This is an optimization exercise on Yosys and OpenROAD, whose aim is small area, not a production implementation.
At most, simulation tests tie the RTL to the original design; equivalence was not proved.
No activity file was given, so power comes from the tool's default toggle rates.

Design ck16v, start of the top module:
module ck16v (
    input  wire              clk,
    input  wire              rst,
    input  wire              tick,
    input  wire [31:0]       enc_pos,
    input  wire              dec_req,
    input  wire              frame_present,
    input  wire [95:0]       fb,
    output wire              dec_ack,
    output wire              result_valid,
    output wire [7:0]        result_code,
    input  wire              cal_req,
    output wire              cal_ack,
    output wire              speed_set_stb,
    output wire [7:0]        speed_set_id,
    output wire [7:0]        speed_set_pct,
    output wire [7:0]        speed_set_dir,
    output wire              angle_set_stb,
    output wire [15:0]       angle_set_angle,
    output wire [7:0]        angle_set_dir,
    output wire              horn_stb,
    output wire [16:0]       horn_ms,
    output wire              light_stb,
    output wire [1:0]        light_ch,
    output wire              light_on,
    input  wire [31:0]       enc_payload,
    input  wire [7:0]        enc_id,
    output wire [95:0]       enc_frame,
    output wire [15:0]       enc_ck,
    output wire              busy,
    output wire              calibrated,
    output wire [1:0]        ctl_state,
    output wire [2:0]        ctl_status,
    output wire [6:0]        act_duty,
    output wire              act_dir
);
Size in the first run: ~86 flip-flops, ~380 I/O pins.
==> flow/config.mk <==
export PLATFORM = sky130hd
export DESIGN_NAME = ck16v
export DESIGN_NICKNAME = ck16v
export VERILOG_FILES = /design/flow/design.v
export SDC_FILE = /design/flow/constraint.sdc
export NUM_CORES = 4
export LEC_CHECK = 0
export CAP_MARGIN = 20
export CORE_MARGIN = 2
export CORE_UTILIZATION = 40
export CTS_BUF_LIST = sky130_fd_sc_hd__clkbuf_4 sky130_fd_sc_hd__clkbuf_8
export SLEW_MARGIN = 20
export SYNTH_HIERARCHICAL = 1
export SYNTH_MINIMUM_KEEP_SIZE = 0
==> flow/constraint.sdc <==
create_clock -name core_clock -period 70.0 [get_ports {clk}]
set_input_delay 14.0000 -clock core_clock [delete_from_list [all_inputs] [get_ports {clk}]]
set_output_delay 14.0000 -clock core_clock [all_outputs]
set_load 0.01 [all_outputs]
standard.sh (not shown) runs the stock make flow with config.mk's settings and CLKGATE_MAP_FILE= SYNTH_SCRIPT=/design/flow/synth_recipe.tcl, a recipe that flattens the netlist after the stock synthesis.
==> flow/flow/run.sh <==
#!/bin/bash
set -euo pipefail
bash standard.sh "BUFFER_PORTS_ARGS=-buffer_cell sky130_fd_sc_hd__buf_1" finish > standard_flow.log 2>&1
Edit:
- CTS_BUF_LIST: sky130_fd_sc_hd__clkbuf_4 sky130_fd_sc_hd__clkbuf_8 -> sky130_fd_sc_hd__clkbuf_8
Hold slack is unchanged.
Core utilization does not change.
Global-route usage stays the same.
Edit:
- CORE_UTILIZATION: 40 -> 55
After rerunning: Register-to-register slack is worse by 0.22 ns; maximum frequency goes down slightly; clock-buffer cell count is unchanged.
Edit:
- CORE_UTILIZATION: 55 -> 40
- CTS_CLUSTER_DIAMETER: not set -> 100
- CTS_CLUSTER_SIZE: not set -> 30
Core utilization goes down by 16 points.
Global-route usage goes down by 6.1 points.
Die area goes up by well over a third.

* * *

Another version of the RTL of ck16v (not shown whole).
Size in the first run: ~86 flip-flops, roughly 380 I/O pins, roughly 15000 um^2 of cells after synthesis.
export LEC_CHECK = 0
export CAP_MARGIN = 20
export CORE_MARGIN = 2
export CORE_UTILIZATION = 70
export CTS_BUF_LIST = sky130_fd_sc_hd__clkbuf_8
export SLEW_MARGIN = 20
export SYNTH_HIERARCHICAL = 1
export SYNTH_MINIMUM_KEEP_SIZE = 0
create_clock -name core_clock -period 70.0 [get_ports {clk}]
Scripts as last shown in full above: flow/flow/run.sh
The baseline passed the timing, DRC and antenna checks.
Then changed:
- CORE_UTILIZATION: 70 -> 40
After rerunning: Sequential power is about the same. Power came out lower by 4.9%. Die area goes up by 73%. Wire length stays flat. Clock power came out lower by 24%. Combinational power drops by about 4%. Hold slack loses 0.0080 ns. Via count goes down by 2.1%. Global-route usage went down by 14 points. Final area is higher by 1.4%.

* * *

Setup of wip/pepper:
ck16v, a different RTL version from the one above (not shown whole).
Size: roughly 86 flip-flops, ~0.016 sq mm of cells after synthesis.
Settings: LEC_CHECK=0, CAP_MARGIN=20, CORE_MARGIN=2, CORE_UTILIZATION=40, CTS_BUF_LIST=sky130_fd_sc_hd__clkbuf_8, SLEW_MARGIN=20, SYNTH_HIERARCHICAL=1, SYNTH_MINIMUM_KEEP_SIZE=0; clock period 70.0 ns.
==> flow/flow/run.sh <==
#!/bin/bash
set -euo pipefail
bash standard.sh "BUFFER_PORTS_ARGS=-buffer_cell sky130_fd_sc_hd__buf_1" RECOVER_POWER=100 finish > standard_flow.log 2>&1
The final report for wip/pepper shows a completed flow and a layout that fails verification, specifically capacitance limit, slew limit.
For wip/fjord, these inputs were changed with respect to wip/pepper:
==> flow/flow/run.sh <==
#!/bin/bash
set -euo pipefail
bash standard.sh "BUFFER_PORTS_ARGS=-buffer_cell sky130_fd_sc_hd__buf_1" finish > standard_flow.log 2>&1
Results
wip/fjord | status: complete | timing, DRC, antenna: pass. The run showing the smaller register-to-register setup slack is wip/pepper. Compared with wip/pepper, in wip/fjord multi-input gate share of the layout cell area held steady, core utilization of the finished layout barely changed, wire length on met1 now larger, wire length reported by the detailed router neither gained nor lost much, layout inverter count without the clock tree roughly the same.
Function was not checked in any run of this note: the RTL went through the layout flow alone.

## static timing again, ports no longer ideal
In the flow no input, the clock included, has a driving cell. The finished layouts below were timed again as built, in two steps.
Step 1 sets driving cells, clkbuf_16 on the clock port and buf_2 on the other inputs (assumed; they add their load-dependent delay and slew).
Step 2 adds t to the input delays and takes it off the output delays; t is the mean of the earliest and latest rising clock arrival at the registers after step 1. Input paths then give back, and output paths get back, about the clock's delay inside the block.
Slacks: ideal / step 1 / step 2; pairs: ideal / step 1.
run | t (ns) | setup WS [ns] | worst register clock-pin slew, ns
the first run of note 1 | 0.424 | 28.304 / 28.304 / 27.880 | 0.11 / 0.11
the second run of note 1 | 0.424 | 28.304 / 28.304 / 27.880 | 0.11 / 0.11
the third run of note 1 | 0.434 | 28.108 / 28.129 / 27.695 | 0.11 / 0.11
the fourth run of note 1 | 0.424 | 28.304 / 28.304 / 27.880 | 0.11 / 0.11
the first run of note 2 | 0.419 | 33.653 / 33.630 / 33.630 | 0.11 / 0.11
the second run of note 2 | 0.427 | 34.053 / 34.031 / 34.031 | 0.10 / 0.10
wip/pepper | 0.426 | 34.072 / 34.050 / 34.050 | 0.09 / 0.09
wip/fjord | 0.425 | 34.223 / 34.202 / 34.202 | 0.09 / 0.09
